From an optimization exercise on the open Yosys and OpenROAD flow, aimed at small area; shortcuts taken in it are not production practice.
Function was not checked in any run shown here: the RTL went through the layout flow alone.

==> flow/design.v <==
module dmr_framer (
    input  wire         clk,
    input  wire         rst,            
    input  wire         in_valid,
    input  wire [1:0]   in_dibit,
    input  wire [4:0]   search_thr,     
    input  wire [4:0]   sync_thr,       
    output wire         pll_valid,
    output wire [15:0]  pll_offset,     
    output reg          loss_valid,
    output wire [13:0]  loss_bits,
    output reg          burst_valid,
    output wire [287:0] burst_bits,
    output wire [4:0]   burst_sync,
    output reg  [1:0]   burst_lock,
    output wire [7:0]   burst_errors
);
    localparam [4:0] P_UNKNOWN = 5'd20;
    function ge4(input [3:0] x, input [3:0] y);
        integer i;
        reg c;
        begin
            c = 1'b1;
            for (i = 0; i < 4; i = i + 1) c = (x[i] & ~y[i]) | ((x[i] | ~y[i]) & c);
            ge4 = c;
        end
    endfunction
    function [4:0] next_voice(input [4:0] p);
        if (p == 5'd1)
            next_voice = 5'd10;
        else if (p >= 5'd10 && p < 5'd14)
            next_voice = p + 5'd1;
        else if (p == 5'd3 || p == 5'd6 || p == 5'd7)
            next_voice = 5'd15;
        else if (p >= 5'd15 && p < 5'd19)
            next_voice = p + 5'd1;
        else
            next_voice = P_UNKNOWN;
    endfunction
    reg [287:0] mb;         
    reg [12:0]  q;          
    reg         z;          
    reg         synced;
    reg [4:0]   trc;        
    reg [4:0]   tro;        
    reg         fb;         
    reg [4:0]   err;
    reg         r_hit;      
    reg [4:0]   r_wid;
    reg [1:0]   r_lock;
    reg [4:0]   r_err;
    wire [47:0] W = mb[151:104];
    reg  [23:0] h, l;
    integer k;
    always @* begin
        for (k = 0; k < 24; k = k + 1) begin
            h[k] = W[2*k+1];
            l[k] = W[2*k];
        end
    end
    wire t0_s, t0_c;
    dmr_fa u_t0 (.a(h[2]), .b(h[3]), .c(h[13]), .s(t0_s), .co(t0_c));
    wire t1_s, t1_c;
    dmr_fa u_t1 (.a(h[11]), .b(h[15]), .c(h[17]), .s(t1_s), .co(t1_c));
    wire t2_s, t2_c;
    dmr_fa u_t2 (.a(h[4]), .b(h[14]), .c(h[23]), .s(t2_s), .co(t2_c));
    wire t3_s, t3_c;
    dmr_fa u_t3 (.a(h[0]), .b(h[10]), .c(h[16]), .s(t3_s), .co(t3_c));
    wire t4_s, t4_c;
    dmr_fa u_t4 (.a(h[5]), .b(h[19]), .c(h[20]), .s(t4_s), .co(t4_c));
    wire t5_s, t5_c;
    dmr_fa u_t5 (.a(h[7]), .b(h[8]), .c(h[12]), .s(t5_s), .co(t5_c));
    wire t6_s, t6_c;
    dmr_fa u_t6 (.a(h[1]), .b(h[18]), .c(h[21]), .s(t6_s), .co(t6_c));
    wire t7_s, t7_c;
    dmr_fa u_t7 (.a(h[6]), .b(h[9]), .c(h[22]), .s(t7_s), .co(t7_c));
    wire pc_h_1, pc_h_2;
    dmr_fa u_pc_h_1 (.a(t0_s), .b(t1_s), .c(t2_s), .s(pc_h_1), .co(pc_h_2));
    wire pc_h_3, pc_h_4;
    dmr_fa u_pc_h_3 (.a(t3_s), .b(t4_s), .c(t5_s), .s(pc_h_3), .co(pc_h_4));
    wire pc_h_5, pc_h_6;
    dmr_fa u_pc_h_5 (.a(t6_s), .b(t7_s), .c(pc_h_1), .s(pc_h_5), .co(pc_h_6));
    wire pc_h_7, pc_h_8;
    dmr_ha u_pc_h_7 (.a(pc_h_3), .b(pc_h_5), .s(pc_h_7), .co(pc_h_8));
    wire pc_h_9, pc_h_10;
    dmr_fa u_pc_h_9 (.a(t0_c), .b(t1_c), .c(t2_c), .s(pc_h_9), .co(pc_h_10));
    wire pc_h_11, pc_h_12;
    dmr_fa u_pc_h_11 (.a(t3_c), .b(t4_c), .c(t5_c), .s(pc_h_11), .co(pc_h_12));
    wire pc_h_13, pc_h_14;
    dmr_fa u_pc_h_13 (.a(t6_c), .b(t7_c), .c(pc_h_2), .s(pc_h_13), .co(pc_h_14));
    wire pc_h_15, pc_h_16;
    dmr_fa u_pc_h_15 (.a(pc_h_4), .b(pc_h_6), .c(pc_h_8), .s(pc_h_15), .co(pc_h_16));
    wire pc_h_17, pc_h_18;
    dmr_fa u_pc_h_17 (.a(pc_h_9), .b(pc_h_11), .c(pc_h_13), .s(pc_h_17), .co(pc_h_18));
    wire pc_h_19, pc_h_20;
    dmr_ha u_pc_h_19 (.a(pc_h_15), .b(pc_h_17), .s(pc_h_19), .co(pc_h_20));
    wire pc_h_21, pc_h_22;
    dmr_fa u_pc_h_21 (.a(pc_h_10), .b(pc_h_12), .c(pc_h_14), .s(pc_h_21), .co(pc_h_22));
    wire pc_h_23, pc_h_24;
    dmr_fa u_pc_h_23 (.a(pc_h_16), .b(pc_h_18), .c(pc_h_20), .s(pc_h_23), .co(pc_h_24));
    wire pc_h_25, pc_h_26;
    dmr_ha u_pc_h_25 (.a(pc_h_21), .b(pc_h_23), .s(pc_h_25), .co(pc_h_26));
    wire pc_h_27, pc_h_28;
    dmr_fa u_pc_h_27 (.a(pc_h_22), .b(pc_h_24), .c(pc_h_26), .s(pc_h_27), .co(pc_h_28));
    wire [4:0] pc_h = {pc_h_28, pc_h_27, pc_h_25, pc_h_19, pc_h_7};
    wire pc_l_1, pc_l_2;
    dmr_fa u_pc_l_1 (.a(l[0]), .b(l[1]), .c(l[2]), .s(pc_l_1), .co(pc_l_2));
    wire pc_l_3, pc_l_4;
    dmr_fa u_pc_l_3 (.a(l[3]), .b(l[4]), .c(l[5]), .s(pc_l_3), .co(pc_l_4));
    wire pc_l_5, pc_l_6;
    dmr_fa u_pc_l_5 (.a(l[6]), .b(l[7]), .c(l[8]), .s(pc_l_5), .co(pc_l_6));
    wire pc_l_7, pc_l_8;
    dmr_fa u_pc_l_7 (.a(l[9]), .b(l[10]), .c(l[11]), .s(pc_l_7), .co(pc_l_8));
    wire pc_l_9, pc_l_10;
    dmr_fa u_pc_l_9 (.a(l[12]), .b(l[13]), .c(l[14]), .s(pc_l_9), .co(pc_l_10));
    wire pc_l_11, pc_l_12;
    dmr_fa u_pc_l_11 (.a(l[15]), .b(l[16]), .c(l[17]), .s(pc_l_11), .co(pc_l_12));
    wire pc_l_13, pc_l_14;
    dmr_fa u_pc_l_13 (.a(l[18]), .b(l[19]), .c(l[20]), .s(pc_l_13), .co(pc_l_14));
    wire pc_l_15, pc_l_16;
    dmr_fa u_pc_l_15 (.a(l[21]), .b(l[22]), .c(l[23]), .s(pc_l_15), .co(pc_l_16));
    wire pc_l_17, pc_l_18;
    dmr_fa u_pc_l_17 (.a(pc_l_1), .b(pc_l_3), .c(pc_l_5), .s(pc_l_17), .co(pc_l_18));
    wire pc_l_19, pc_l_20;
    dmr_fa u_pc_l_19 (.a(pc_l_7), .b(pc_l_9), .c(pc_l_11), .s(pc_l_19), .co(pc_l_20));
    wire pc_l_21, pc_l_22;
    dmr_fa u_pc_l_21 (.a(pc_l_13), .b(pc_l_15), .c(pc_l_17), .s(pc_l_21), .co(pc_l_22));
    wire pc_l_23, pc_l_24;
    dmr_ha u_pc_l_23 (.a(pc_l_19), .b(pc_l_21), .s(pc_l_23), .co(pc_l_24));
    wire pc_l_25, pc_l_26;
    dmr_fa u_pc_l_25 (.a(pc_l_2), .b(pc_l_4), .c(pc_l_6), .s(pc_l_25), .co(pc_l_26));
    wire pc_l_27, pc_l_28;
    dmr_fa u_pc_l_27 (.a(pc_l_8), .b(pc_l_10), .c(pc_l_12), .s(pc_l_27), .co(pc_l_28));
    wire pc_l_29, pc_l_30;
    dmr_fa u_pc_l_29 (.a(pc_l_14), .b(pc_l_16), .c(pc_l_18), .s(pc_l_29), .co(pc_l_30));
    wire pc_l_31, pc_l_32;
    dmr_fa u_pc_l_31 (.a(pc_l_20), .b(pc_l_22), .c(pc_l_24), .s(pc_l_31), .co(pc_l_32));
    wire pc_l_33, pc_l_34;
    dmr_fa u_pc_l_33 (.a(pc_l_25), .b(pc_l_27), .c(pc_l_29), .s(pc_l_33), .co(pc_l_34));
    wire pc_l_35, pc_l_36;
    dmr_ha u_pc_l_35 (.a(pc_l_31), .b(pc_l_33), .s(pc_l_35), .co(pc_l_36));
    wire pc_l_37, pc_l_38;
    dmr_fa u_pc_l_37 (.a(pc_l_26), .b(pc_l_28), .c(pc_l_30), .s(pc_l_37), .co(pc_l_38));
    wire pc_l_39, pc_l_40;
    dmr_fa u_pc_l_39 (.a(pc_l_32), .b(pc_l_34), .c(pc_l_36), .s(pc_l_39), .co(pc_l_40));
    wire pc_l_41, pc_l_42;
    dmr_ha u_pc_l_41 (.a(pc_l_37), .b(pc_l_39), .s(pc_l_41), .co(pc_l_42));
    wire pc_l_43, pc_l_44;
    dmr_fa u_pc_l_43 (.a(pc_l_38), .b(pc_l_40), .c(pc_l_42), .s(pc_l_43), .co(pc_l_44));
    wire [4:0] pc_l = {pc_l_44, pc_l_43, pc_l_41, pc_l_35, pc_l_23};
    wire A0_1, A0_2;
    dmr_fa u_A0_1 (.a(t2_s), .b(t4_s), .c(t6_s), .s(A0_1), .co(A0_2));
    wire A0_3, A0_4;
    dmr_fa u_A0_3 (.a(h[7]), .b(h[10]), .c(h[13]), .s(A0_3), .co(A0_4));
    wire A0_5, A0_6;
    dmr_ha u_A0_5 (.a(A0_1), .b(A0_3), .s(A0_5), .co(A0_6));
    wire A0_7, A0_8;
    dmr_fa u_A0_7 (.a(t2_c), .b(t4_c), .c(t6_c), .s(A0_7), .co(A0_8));
    wire A0_9, A0_10;
    dmr_fa u_A0_9 (.a(A0_2), .b(A0_4), .c(A0_6), .s(A0_9), .co(A0_10));
    wire A0_11, A0_12;
    dmr_ha u_A0_11 (.a(A0_7), .b(A0_9), .s(A0_11), .co(A0_12));
    wire A0_13, A0_14;
    dmr_fa u_A0_13 (.a(A0_8), .b(A0_10), .c(A0_12), .s(A0_13), .co(A0_14));
    wire [3:0] A0 = {A0_14, A0_13, A0_11, A0_5};
    wire A1_1, A1_2;
    dmr_fa u_A1_1 (.a(t2_s), .b(t3_s), .c(t5_s), .s(A1_1), .co(A1_2));
    wire A1_3, A1_4;
    dmr_fa u_A1_3 (.a(h[9]), .b(h[15]), .c(h[19]), .s(A1_3), .co(A1_4));
    wire A1_5, A1_6;
    dmr_ha u_A1_5 (.a(A1_1), .b(A1_3), .s(A1_5), .co(A1_6));
    wire A1_7, A1_8;
    dmr_fa u_A1_7 (.a(t2_c), .b(t3_c), .c(t5_c), .s(A1_7), .co(A1_8));
    wire A1_9, A1_10;
    dmr_fa u_A1_9 (.a(A1_2), .b(A1_4), .c(A1_6), .s(A1_9), .co(A1_10));
    wire A1_11, A1_12;
    dmr_ha u_A1_11 (.a(A1_7), .b(A1_9), .s(A1_11), .co(A1_12));
    wire A1_13, A1_14;
    dmr_fa u_A1_13 (.a(A1_8), .b(A1_10), .c(A1_12), .s(A1_13), .co(A1_14));
    wire [3:0] A1 = {A1_14, A1_13, A1_11, A1_5};
    wire A2_1, A2_2;
    dmr_fa u_A2_1 (.a(t1_s), .b(t4_s), .c(t7_s), .s(A2_1), .co(A2_2));
    wire A2_3, A2_4;
    dmr_fa u_A2_3 (.a(h[7]), .b(h[18]), .c(h[23]), .s(A2_3), .co(A2_4));
    wire A2_5, A2_6;
    dmr_ha u_A2_5 (.a(A2_1), .b(A2_3), .s(A2_5), .co(A2_6));
    wire A2_7, A2_8;
    dmr_fa u_A2_7 (.a(t1_c), .b(t4_c), .c(t7_c), .s(A2_7), .co(A2_8));
    wire A2_9, A2_10;
    dmr_fa u_A2_9 (.a(A2_2), .b(A2_4), .c(A2_6), .s(A2_9), .co(A2_10));
    wire A2_11, A2_12;
    dmr_ha u_A2_11 (.a(A2_7), .b(A2_9), .s(A2_11), .co(A2_12));
    wire A2_13, A2_14;
    dmr_fa u_A2_13 (.a(A2_8), .b(A2_10), .c(A2_12), .s(A2_13), .co(A2_14));
    wire [3:0] A2 = {A2_14, A2_13, A2_11, A2_5};
    wire A3_1, A3_2;
    dmr_fa u_A3_1 (.a(t0_s), .b(t2_s), .c(t5_s), .s(A3_1), .co(A3_2));
    wire A3_3, A3_4;
    dmr_fa u_A3_3 (.a(h[6]), .b(h[9]), .c(h[20]), .s(A3_3), .co(A3_4));
    wire A3_5, A3_6;
    dmr_ha u_A3_5 (.a(A3_1), .b(A3_3), .s(A3_5), .co(A3_6));
    wire A3_7, A3_8;
    dmr_fa u_A3_7 (.a(t0_c), .b(t2_c), .c(t5_c), .s(A3_7), .co(A3_8));
    wire A3_9, A3_10;
    dmr_fa u_A3_9 (.a(A3_2), .b(A3_4), .c(A3_6), .s(A3_9), .co(A3_10));
    wire A3_11, A3_12;
    dmr_ha u_A3_11 (.a(A3_7), .b(A3_9), .s(A3_11), .co(A3_12));
    wire A3_13, A3_14;
    dmr_fa u_A3_13 (.a(A3_8), .b(A3_10), .c(A3_12), .s(A3_13), .co(A3_14));
    wire [3:0] A3 = {A3_14, A3_13, A3_11, A3_5};
    wire A4_1, A4_2;
    dmr_fa u_A4_1 (.a(t1_s), .b(t2_s), .c(t6_s), .s(A4_1), .co(A4_2));
    wire A4_3, A4_4;
    dmr_fa u_A4_3 (.a(h[3]), .b(h[8]), .c(h[16]), .s(A4_3), .co(A4_4));
    wire A4_5, A4_6;
    dmr_ha u_A4_5 (.a(A4_1), .b(A4_3), .s(A4_5), .co(A4_6));
    wire A4_7, A4_8;
    dmr_fa u_A4_7 (.a(t1_c), .b(t2_c), .c(t6_c), .s(A4_7), .co(A4_8));
    wire A4_9, A4_10;
    dmr_fa u_A4_9 (.a(A4_2), .b(A4_4), .c(A4_6), .s(A4_9), .co(A4_10));
    wire A4_11, A4_12;
    dmr_ha u_A4_11 (.a(A4_7), .b(A4_9), .s(A4_11), .co(A4_12));
    wire A4_13, A4_14;
    dmr_fa u_A4_13 (.a(A4_8), .b(A4_10), .c(A4_12), .s(A4_13), .co(A4_14));
    wire [3:0] A4 = {A4_14, A4_13, A4_11, A4_5};
    wire h1 = pc_h == 5'd24, h0 = pc_h == 5'd0;
    wire l1 = pc_l == 5'd24, l0 = pc_l == 5'd0;
    wire pc_h12 = pc_h == 5'd12;
    wire [9:0] leq;         
    assign leq[0] = (l == 24'hbc64b2);
    assign leq[1] = (l == 24'h439b4d);
    assign leq[2] = (l == 24'h89d791);
    assign leq[3] = (l == 24'h76286e);
    assign leq[4] = (l == 24'hde8ae0);
    assign leq[5] = (l == 24'h9073dc);
    assign leq[6] = (l == 24'h21751f);
    assign leq[7] = (l == 24'h6f8c23);
    assign leq[8] = (l == 24'h5836e5);
    assign leq[9] = (l == 24'ha7c91a);
    wire [4:0] thr = synced_n ? sync_thr : search_thr;
    wire signed [7:0] T1 = $signed({3'd0, pc_h}) - $signed({3'd0, pc_l}) - $signed({3'd0, thr}) + 8'sd37;
    wire signed [7:0] T2 = $signed({3'd0, pc_h}) + $signed({3'd0, pc_l}) + $signed({3'd0, thr}) - 8'sd36;
    wire [7:0] uc = T1 >>> 1;           
    wire [7:0] vc = T2 >>> 1;           
    wire uc_neg = uc[7];
    wire uc_small = uc[7:4] == 4'd0;
    wire vc_neg = vc[7];
    wire vc_big = ~vc[7] & (vc[6:4] != 3'd0);
    wire [9:0] n;           
    wire [9:0] x;           
    wire [9:0] rm;          
    wire hb0 = pc_h12 & (A0 == 4'd12);      
    wire ho0 = pc_h12 & (A0 == 4'd0);       
    assign n[0]  = uc_neg | (uc_small & ge4(A0, uc[3:0]));
    assign n[1]  = ~vc_neg & (vc_big | ge4(vc[3:0], A0));
    assign x[0]  = l1 & hb0;
    assign x[1]  = l1 & ho0;
    assign rm[0] = (h1 & leq[1]) | (h0 & leq[0]) | (l0 & ho0);
    assign rm[1] = (h1 & leq[0]) | (h0 & leq[1]) | (l0 & hb0);
    wire hb1 = pc_h12 & (A1 == 4'd12);      
    wire ho1 = pc_h12 & (A1 == 4'd0);       
    assign n[2]  = uc_neg | (uc_small & ge4(A1, uc[3:0]));
    assign n[3]  = ~vc_neg & (vc_big | ge4(vc[3:0], A1));
    assign x[2]  = l1 & hb1;
    assign x[3]  = l1 & ho1;
    assign rm[2] = (h1 & leq[3]) | (h0 & leq[2]) | (l0 & ho1);
    assign rm[3] = (h1 & leq[2]) | (h0 & leq[3]) | (l0 & hb1);
    wire hb2 = pc_h12 & (A2 == 4'd12);      
    wire ho2 = pc_h12 & (A2 == 4'd0);       
    assign n[4]  = uc_neg | (uc_small & ge4(A2, uc[3:0]));
    assign n[6]  = ~vc_neg & (vc_big | ge4(vc[3:0], A2));
    assign x[4]  = l1 & hb2;
    assign x[6]  = l1 & ho2;
    assign rm[4] = (h1 & leq[6]) | (h0 & leq[4]) | (l0 & ho2);
    assign rm[6] = (h1 & leq[4]) | (h0 & leq[6]) | (l0 & hb2);
    wire hb3 = pc_h12 & (A3 == 4'd12);      
    wire ho3 = pc_h12 & (A3 == 4'd0);       
    assign n[5]  = uc_neg | (uc_small & ge4(A3, uc[3:0]));
    assign n[7]  = ~vc_neg & (vc_big | ge4(vc[3:0], A3));
    assign x[5]  = l1 & hb3;
    assign x[7]  = l1 & ho3;
    assign rm[5] = (h1 & leq[7]) | (h0 & leq[5]) | (l0 & ho3);
    assign rm[7] = (h1 & leq[5]) | (h0 & leq[7]) | (l0 & hb3);
    wire hb4 = pc_h12 & (A4 == 4'd12);      
    wire ho4 = pc_h12 & (A4 == 4'd0);       
    assign n[9]  = uc_neg | (uc_small & ge4(A4, uc[3:0]));
    assign n[8]  = ~vc_neg & (vc_big | ge4(vc[3:0], A4));
    assign x[9]  = l1 & hb4;
    assign x[8]  = l1 & ho4;
    assign rm[9] = (h1 & leq[8]) | (h0 & leq[9]) | (l0 & ho4);
    assign rm[8] = (h1 & leq[9]) | (h0 & leq[8]) | (l0 & hb4);
    wire [1:0] rl = h1 ? 2'd1 : h0 ? 2'd2 : 2'd3;
    wire       xany = synced_n & (|x);
    wire [9:0] hits = xany ? x : (n | (synced_n ? 10'd0 : rm));
    reg  [9:0] win;
    reg        seen;
    integer e;
    always @* begin
        seen = 1'b0;
        for (e = 0; e < 10; e = e + 1) begin
            win[e] = hits[e] & ~seen;
            seen = seen | hits[e];
        end
    end
    wire       m_hit = |hits;
    wire [4:0] wid   = {1'b0, win[8] | win[9], win[4] | win[5] | win[6] | win[7], win[2] | win[3] | win[6] | win[7], win[1] | win[3] | win[5] | win[7] | win[9]};
    wire [3:0] wA    = ({4{win[0] | win[1]}} & A0) |
                      ({4{win[2] | win[3]}} & A1) |
                      ({4{win[4] | win[6]}} & A2) |
                      ({4{win[5] | win[7]}} & A3) |
                      ({4{win[9] | win[8]}} & A4);
    wire       wbase = win[0] | win[2] | win[4] | win[5] | win[9];
    wire       wn    = |(win & n);
    wire [4:0] ebase = 5'd4 - pc_l;                  
    wire [4:0] eh    = pc_h - {wA, 1'b0};
    wire [4:0] wdist = wbase ? ebase + eh : ebase - eh;
    wire [1:0] wlock = wn ? 2'd0 : rl;
    wire        hit  = r_hit;
    wire [12:0] qe   = z ? 13'h1F70 : q;      
    wire [12:0] q1   = qe + 13'd1;
    wire        bnd  = synced & (q1 == 13'd0);
    wire        fire = ~synced & hit;
    wire [4:0]  nv   = next_voice(trc);
    wire        bnd_burst = hit | (nv != P_UNKNOWN) | (tro != P_UNKNOWN);
    wire [4:0]  bnd_val = hit ? r_wid : nv;
    wire        burst_now = fire | (bnd & bnd_burst);
    wire        fire_loss = fire & (q1 != 13'd0) & ~(&q1[12:8]);
    wire        thr_loss  = ~synced & ~hit & (q1 == 13'd4801);
    wire        synced_n  = fire | (synced & ~(bnd & ~bnd_burst));
    wire        rot  = in_valid & fire;
    wire        swp  = rot & (r_lock[0] ^ r_lock[1]);
    wire        ih   = rot & r_lock[0];
    wire        il   = rot & r_lock[1];
    wire        gh1  = ~rst & ~ih, gh0 = ~rst & ih;
    wire        gl1  = ~rst & ~il, gl0 = ~rst & il;
    wire [287:0] put = {mb[285:0], in_dibit};
    reg  [287:0] mb_d;
    integer j;
    always @* begin
        for (j = 0; j < 144; j = j + 1) begin
            mb_d[2*j+1] = (swp ? put[2*j]   : put[2*j+1]) ? gh1 : gh0;
            mb_d[2*j]   = (swp ? put[2*j+1] : put[2*j])   ? gl1 : gl0;
        end
    end
    always @(posedge clk) begin
        if (rst | in_valid) mb <= mb_d;
    end
    always @(posedge clk) begin
        err <= r_err;
        burst_lock <= fire ? r_lock : 2'd0;
        if (rst) begin
            r_hit       <= 1'b0;
            z           <= 1'b1;
            synced      <= 1'b0;
            trc         <= P_UNKNOWN;
            tro         <= P_UNKNOWN;
            burst_valid <= 1'b0;
            loss_valid  <= 1'b0;
        end else begin
            burst_valid <= in_valid & burst_now;
            loss_valid  <= in_valid & (fire_loss | thr_loss);
            if (in_valid) begin
                r_hit  <= m_hit;
                r_wid  <= wid;
                r_lock <= wlock;
                r_err  <= wn ? wdist : 5'd0;
                q <= thr_loss ? 13'd1 : q1;
                z <= burst_now;
                fb <= fire;
                if (fire) begin
                    trc    <= r_wid;
                    synced <= 1'b1;
                end else if (bnd) begin
                    trc <= tro;
                    tro <= bnd_val;
                    if (!bnd_burst) synced <= 1'b0;
                end
            end
        end
    end
    assign burst_bits   = mb;
    assign burst_sync   = fb ? trc : tro;
    assign burst_errors = {3'd0, err};
    assign pll_valid    = burst_valid & (burst_lock != 2'd0);
    assign pll_offset   = (burst_lock == 2'd1) ? 16'hFB50 :
                          (burst_lock == 2'd2) ? 16'h04B0 : 16'h0960;
    assign loss_bits    = {burst_valid ? q : 13'd4800, 1'b0};
endmodule
module dmr_fa (input wire a, input wire b, input wire c, output wire s, output wire co);
    assign s  = a ^ b ^ c;
    assign co = (a & b) | (c & (a ^ b));
endmodule
module dmr_ha (input wire a, input wire b, output wire s, output wire co);
    assign s  = a ^ b;
    assign co = a & b;
endmodule
==> flow/flow/run.sh <==
#!/bin/bash
# The standard layout, with the port buffers made from the smallest buffer cell.
set -euo pipefail
bash standard.sh BUFFER_PORTS_ARGS="-buffer_cell sky130_fd_sc_hd__buf_1" finish > make_finish.log 2>&1
==> flow/standard.sh <==
#!/bin/bash
# synth_recipe.tcl (not shown) runs the flow's synth.tcl, then flattens the netlist and writes it again
# the make line also repeats each setting of config.mk as NAME=value (left out here)
make -C /OpenROAD-flow-scripts/flow DESIGN_CONFIG=/design/flow/config.mk WORK_HOME=/design/flow/orfs CLKGATE_MAP_FILE= SYNTH_SCRIPT=/design/flow/synth_recipe.tcl "${@:-finish}"
==> flow/config.mk <==
export PLATFORM = sky130hd
export DESIGN_NAME = dmr_framer
export DESIGN_NICKNAME = dmr_framer
export VERILOG_FILES = /design/flow/design.v
export SDC_FILE = /design/flow/constraint.sdc
export NUM_CORES = 4
export LEC_CHECK = 0
export CAP_MARGIN = 20
export CORE_MARGIN = 2
export CORE_UTILIZATION = 65
export CTS_BUF_LIST = sky130_fd_sc_hd__clkbuf_8
export CTS_CLUSTER_DIAMETER = 50
export CTS_CLUSTER_SIZE = 16
export SLEW_MARGIN = 20
export SYNTH_HIERARCHICAL = 1
export SYNTH_MINIMUM_KEEP_SIZE = 0
==> flow/constraint.sdc <==
create_clock -name core_clock -period 12.0 [get_ports {clk}]
set_input_delay 2.4000 -clock core_clock [delete_from_list [all_inputs] [get_ports {clk}]]
set_output_delay 2.4000 -clock core_clock [all_outputs]
set_load 0.01 [all_outputs]
==> flow_summary.yaml, run 1 <==
detailed_routing:
  vias: 16300
  drt_wl_total_um: 59500
  ant_nets: 0
  wl_per_cell_um: 23.1
  dr.pass1.iters: 6
  drt-initial-drc-count: 1490
  drc: 0
  avgViaCountPerCell: 6.32
finish:
  post-route-util_pct: 72.7
  drive_above_1_share_pct: 5.55
  fin_nets: 2246
  final_common_cell: "mux2i_1"
  final_cell_mix: "583 x mux2i_1, 342 x buf_1, 313 x edfxtp_1"
  area_growth_pct: 10.7
  final_cells: 2580
  antenna_cells: 0
synthesis:
  ys_warn_count: 7
  ys_types: 92
  synth-adder-area-share_pct: 9.98
  syn_avg_cell_area_um2: 12.3
  synthTopCellsByArea: "edfxtp_1 42%, mux2i_1 26%, fa_1 6.3%"
  postSynthCellCount: 1822
  synth_area_leader_cell: "edfxtp_1"
  synth_top_family_by_area: "multiplexers"
  synth.top_cell.area_share_pct: 41.8
  synth_seq_cells: 335
  synth-xor-area-share_pct: 1.09
  seq_area_frac_synth_pct: 43.7
  synth_ff_type: "edfxtp_1"
  synth_compound_area_share_pct: 6.94
  synthSimpleGateAreaFrac_pct: 8.21
  muxShareOfSynthArea_pct: 26.4
  synth-edff-count: 313
  syn-cell-area_um2: 22500
  async_reset_ff_share_pct: 0
timing:
  setup_ws_ns: 0.965
  fin_setup_tns_ns: 0
  finalCritPeriodShare_pct: 92.0
  period_needed_ns: 11.03
  finalMaxSlewViolations: 0
  hold_viol: 0
  clock_skew_ns: 0.0262
  tightest_slew_ns: 1.12
  setup_viol: 0
  rsz0062_at_grt: "no"
  fmax_ghz: 0.0906
  slew_headroom_pct: 25.6
placed_design:
  placedCellCount: 2514
  dpl_worst_slack_ns: 1.10
  dpl.hpwl_um: 40600
  routabilityCongestion: 0.995
  port-buffer-count: 342
die:
  fp.dieH_um: 190
  die_width_um: 190
  dieArea_um2: 36100
  core.rowCount: 68
  ioPinCount: 351
  initial_core_util_pct: 65.6
  core_area_um2: 34300
critical_path:
  slowest_stage: "a21boi_0"
  worst-setup-path-type: "flip-flop to flip-flop"
  critPathCaptureType: "flip-flop"
  cp.arrival_ns: 11.47
  worstPathMaxFanout: 8
  worst_setup_path_start_kind: "flip-flop"
  cp.required_ns: 12.43
  slowest_delay_ns: 0.81
run_status:
  status: "no timing/DRC/antenna violations"
global_routing:
  grt_pass1_wl_um: 89900
  overflow: 0
  antenna_found_initial: 0
  first_global_vias: 15600
  grt_usage_pct: 32.1
  grt_start_max_net_pins: 173
cts:
  cts.clk_slew.worst_paths_ns: 0.09
  cts_buffers: 37
  cts_setup_buffers: 0
  clock_latency_ns: 0.60
  h-tree-depth: 2
  clock_sinks: 335
  cts_buffer_depth: 3
  cts_tree: "done"
  hold_buffers: 0
  cts_resized: 0
  root_buffer: "clkbuf_8"
worst_hold_path:
  hold_path.class: "flip-flop to flip-flop"
run:
  cap_violations: 0
[path summary, 6_finish.rpt]
kind	startpoint	end	slack, ns	cells after the start
min	r_err[2]$_SDFFCE_PN0P_	err[2]$_DFF_P_	0.34	0
max reg2reg	mb[113]$_DFFE_PP_	r_err[4]$_SDFFCE_PN0P_	0.97	36
max	mb[113]$_DFFE_PP_	r_err[4]$_SDFFCE_PN0P_	0.97	36
min reg2reg	r_err[2]$_SDFFCE_PN0P_	err[2]$_DFF_P_	0.34	0
[Yosys stat by module (local to each module, per instance)]
module	copies in the design	cells
dmr_ha	16	1
dmr_fa	63	1
dmr_framer	1	1743
[state kept, by name, summed over array words and instances (netlist names), 2 cells and up]
register / flops
r_lock: 2
err: 5
q: 13
burst_lock: 2
r_err: 5
r_wid: 4
tro: 5
mb: 288
trc: 5
[critical path, delay by kind of cell, from the launching register on]
family	cells	cell delay, ns
XOR/XNOR	4	0.62
buffers and inverters	4	0.38
flip-flops	1	0.47
AND/OR/NAND/NOR	4	0.67
adder cells (fa/ha/maj)	14	5.73
multiplexers	1	0.21
AO/OA/AOI/OAI	9	2.78
[synth_stat cells (16+ instances only)]
cell / count
o21ai_0: 24
nand3_1: 16
clkbuf_1: 81
xnor2_1: 21
edfxtp_1: 313
inv_1: 63
buf_1: 23
nand2_1: 61
dfxtp_1: 22
a211oi_1: 16
fa_1: 71
mux2i_1: 583
and2_1: 31
nor2b_1: 19
a21oi_1: 32
nand2b_1: 26
nor2_1: 75
buf_4: 16
nor3_1: 18
ha_1: 61
[routing by layer]
layer	wire length [um]	vias to the layer above	global-route usage, %	share of wire, %
met1	24200	8074	42.5	41
met4	2130	0	11.9	3.6
met5	0	-	0	0
li1	-	7406	-	-
met3	5160	136	8.49	8.7
met2	28000	700	51.2	47
[final cells by class]
type                            count  area [um^2]
Multi-Input combinational cell   1303        11900
Tap cell                          455          569
Fill cell                        2394         9370
Clock buffer                       37          509
Clock inverter                     28          378
Inverter                           64          240
Timing Repair Buffer              358         1440
Sequential cell                   335         9840
[stage by stage]
| stage | hold slack [ns] | area [um^2] |
|---|---|---|
| CTS | 0.344 | 24900 |
| finish | 0.343 | 24900 |
| detailed placement | 0.328 | 24000 |
| global placement | 0.324 | 24000 |
| global route | 0.351 | 24900 |
| floorplan | 0.323 | 22500 |
[cells by family after synthesis]
group	Yosys count
AO/OA/AOI/OAI	201
XOR/XNOR	28
other	1
AND/OR/NAND/NOR	335
buffers and inverters	191
adder cells (fa/ha/maj)	138
flip-flops	335
multiplexers	593
==> run 2: changes to the inputs <==
--- a/flow/config.mk
+++ b/flow/config.mk
@@ -7,7 +7,7 @@
 export LEC_CHECK = 0
 export CAP_MARGIN = 20
 export CORE_MARGIN = 2
-export CORE_UTILIZATION = 65
+export CORE_UTILIZATION = 40
 export CTS_BUF_LIST = sky130_fd_sc_hd__clkbuf_8
 export CTS_CLUSTER_DIAMETER = 50
 export CTS_CLUSTER_SIZE = 16
==> flow_summary.yaml, run 2 <==
global_routing:
  overflow: 0
  grt_pass1_wl_um: 97300
  first_global_vias: 16000
  met2_usage_pct: 35.7
  top_usage_layer: "met2"
  use_met1_pct: 27.8
  antenna_found_initial: 1
  use_met3_pct: 5.30
  grt_start_max_net_pins: 157
  grt_usage_pct: 21.6
synthesis:
  synth.most_common_cell: "mux2i_1"
  async_reset_ff_share_pct: 0
  synth_top_family_by_area: "multiplexers"
  synth_seq_cells: 335
  ys_types: 92
  postSynthCellCount: 1822
  syn-cell-area_um2: 22500
  ys_warn_count: 7
  synthTopCellsByArea: "edfxtp_1 42%, mux2i_1 26%, fa_1 6.3%"
  seq_area_frac_synth_pct: 43.7
  syn_avg_cell_area_um2: 12.3
  synthSimpleGateAreaFrac_pct: 8.21
  yosys-top-cells-count: "583 x mux2i_1, 313 x edfxtp_1, 81 x clkbuf_1, 75 x nor2_1, 71 x fa_1"
  synth_compound_area_share_pct: 6.94
  synth_ff_type: "edfxtp_1"
  muxShareOfSynthArea_pct: 26.4
  synth-edff-count: 313
  synth-adder-area-share_pct: 9.98
  synth.top_cell.area_share_pct: 41.8
  synth_area_leader_cell: "edfxtp_1"
  synth-xor-area-share_pct: 1.09
critical_path:
  slowest_stage: "fa_1"
  reg2regPathDepth: 35
  worst_setup_path_start_kind: "flip-flop"
  cp.required_ns: 12.38
  path_common_cell: "fa_1"
  worstPathMaxFanout: 9
  slowest_delay_ns: 0.79
  worst-setup-path-type: "flip-flop to flip-flop"
  critPathCaptureType: "flip-flop"
  cp.arrival_ns: 11.30
die:
  core_area_um2: 55300
  dieArea_um2: 58200
  fp.dieH_um: 241
  ioPinCount: 351
  initial_core_util_pct: 40.7
  die_width_um: 241
  core.rowCount: 86
cts:
  clock_latency_ns: 0.65
  cts_resized: 0
  h-tree-depth: 2
  cts.clk_slew.worst_paths_ns: 0.08
  clock_sinks: 335
  cts_setup_buffers: 0
  cts_buffer_depth: 3
  cts_tree: "done"
  hold_buffers: 0
  cts_buffers: 45
  root_buffer: "clkbuf_8"
detailed_routing:
  drt_wl_total_um: 64700
  drt-initial-drc-count: 1074
  vias: 16000
  dr.pass1.iters: 6
  wl_per_cell_um: 22.4
  drc: 0
  ant_nets: 0
  avgViaCountPerCell: 5.52
timing:
  hold_viol: 0
  period_needed_ns: 10.92
  finalCritPeriodShare_pct: 91.0
  fin_setup_tns_ns: 0
  finalMaxSlewViolations: 0
  clock_skew_ns: 0.0335
  fmax_ghz: 0.0916
  rsz0062_at_grt: "no"
  setup_viol: 0
  slew_headroom_pct: 19.7
  tightest_slew_ns: 1.20
run:
  cap_violations: 0
finish:
  post-route-cell-area_um2: 25400
  largest_reg_flops: 288
  fillers: 5222
  fin_nets: 2255
  drive_above_1_share_pct: 5.87
  top_regs: "mb: 288 flops, q: 13 flops"
  final_common_cell: "mux2i_1"
  area_growth_pct: 12.8
  final_cell_mix: "583 x mux2i_1, 342 x buf_1, 313 x edfxtp_1"
  multi_input_area_um2: 11900
  regMostFlops: "mb"
  seqCellArea_um2: 9840
placed_design:
  port-buffer-count: 342
  routabilityCongestion: 0.917
  dpl.hpwl_um: 44800
  post_dp_cell_area_um2: 24400
worst_hold_path:
  hold_path.class: "flip-flop to flip-flop"
  holdPathStages: 0
run_status:
  status: "no timing/DRC/antenna violations"
[run 2: cell types whose count changed in the layout (fill, tap and decap cells not counted), moves of 2 or more]
cell,delta
buf_12,-2
buf_4,+2
bufinv_16,-2
clkbuf_8,+9
clkinv_8,+3
clkinvlp_4,+8
inv_1,+10
inv_6,-8
nor4_1,+2
nor4_2,-2
[run 2: through the flow]
step / std cells / worst slack, ns / util (%) / hold WS (ns)
4_1_cts: 2893 / 1.06 / 45.9 / 0.345
5_1_grt: 2894 / 0.364 / 45.9 / 0.360
6_report: 2894 / 1.08 / 45.9 / 0.341
3_3_place_gp: 2809 / 1.24 / 44.1 / 0.328
3_5_place_dp: 2809 / 1.09 / 44.1 / 0.331
2_1_floorplan: 1829 / 2.14 / - / 0.323
[run 2: worst paths after layout]
kind,start,endpoint,slack [ns]
worst min-delay path,r_err[4]$_SDFFCE_PN0P_,err[4]$_DFF_P_,0.34
worst max register to register,mb[113]$_DFFE_PP_,r_err[4]$_SDFFCE_PN0P_,1.08
worst max-delay path,mb[113]$_DFFE_PP_,r_err[4]$_SDFFCE_PN0P_,1.08
worst min register to register,r_err[4]$_SDFFCE_PN0P_,err[4]$_DFF_P_,0.34
[run 2: per-module statistics from Yosys (local to each module, per instance)]
| module | times used | cells | flip-flops and latches | cell area, um^2 |
|---|---|---|---|---|
| dmr_fa | 63 | 1 | 0 | 20.0 |
| dmr_ha | 16 | 1 | 0 | 12.5 |
| dmr_framer | 1 | 1743 | 335 | 21000 |
[run 2: layout make-up]
| class | instances | area share (%) |
|---|---|---|
| Antenna cell | 1 | 0.00986 |
| Sequential cell | 335 | 38.8 |
| Multi-Input combinational cell | 1303 | 47.0 |
| Timing Repair Buffer | 359 | 5.63 |
| Clock inverter | 38 | 1.47 |
| Tap cell | 748 | 3.69 |
| Inverter | 64 | 0.947 |
| Clock buffer | 46 | 2.49 |
[run 2: kinds of logic (layout without fill, tap and decap cells)]
logic type,count (synthesis),count (layout)
xor gates and xnor gates,28,28
DFF,335,335
buffers and inverters,191,507
other,1,9
AOI/OAI and AO/OA,201,201
muxes,593,593
and+or+nand+nor,335,335
adders and majority gates,138,138
[run 2: metal layers]
| metal | wire (um) | up-vias | part of all wire [%] |
|---|---|---|---|
| met3 | 4360 | 110 | 6.7 |
| met1 | 27200 | 7997 | 42 |
| li1 | - | 7419 | - |
| met4 | 1970 | 0 | 3.0 |
| met2 | 31200 | 442 | 48 |
| met5 | 0 | - | 0 |
[run 2: worst max-delay path: cells and delay by family, from the launching register on]
family	cells	cell delay (ns)
muxes	1	0.09
and+or+nand+nor	4	0.80
DFF	1	0.46
buffers and inverters	4	0.36
xor gates and xnor gates	4	1.11
AOI/OAI and AO/OA	6	1.56
adders and majority gates	16	6.25

==> what the ideal ports hide <==
The flow's constraints put no driver on any port. The routed layouts listed below were extracted and timed again, unchanged, in two steps. Step 1 sets driving cells, clkbuf_16 on the clock port and buf_2 on the other inputs (assumed; they add their load-dependent delay and slew). Step 2 moves the port delays by t, midway between the first and last clock arrival at a register: inputs arrive t later, outputs are due t later. That takes back most of the time a late clock gives input paths. Slacks: ideal / step 1 / step 2; pairs: ideal / step 1.
| run | shift t [ns] | slack for setup (ns) | hold slack, ns |
|---|---|---|---|
| run 1 | 0.641 | 0.965 / 0.965 / 0.965 | 0.343 / 0.343 / 0.343 |
| run 2 | 0.689 | 1.082 / 1.082 / 1.082 | 0.341 / 0.341 / 0.341 |
After both steps setup and hold are still met in every run listed.
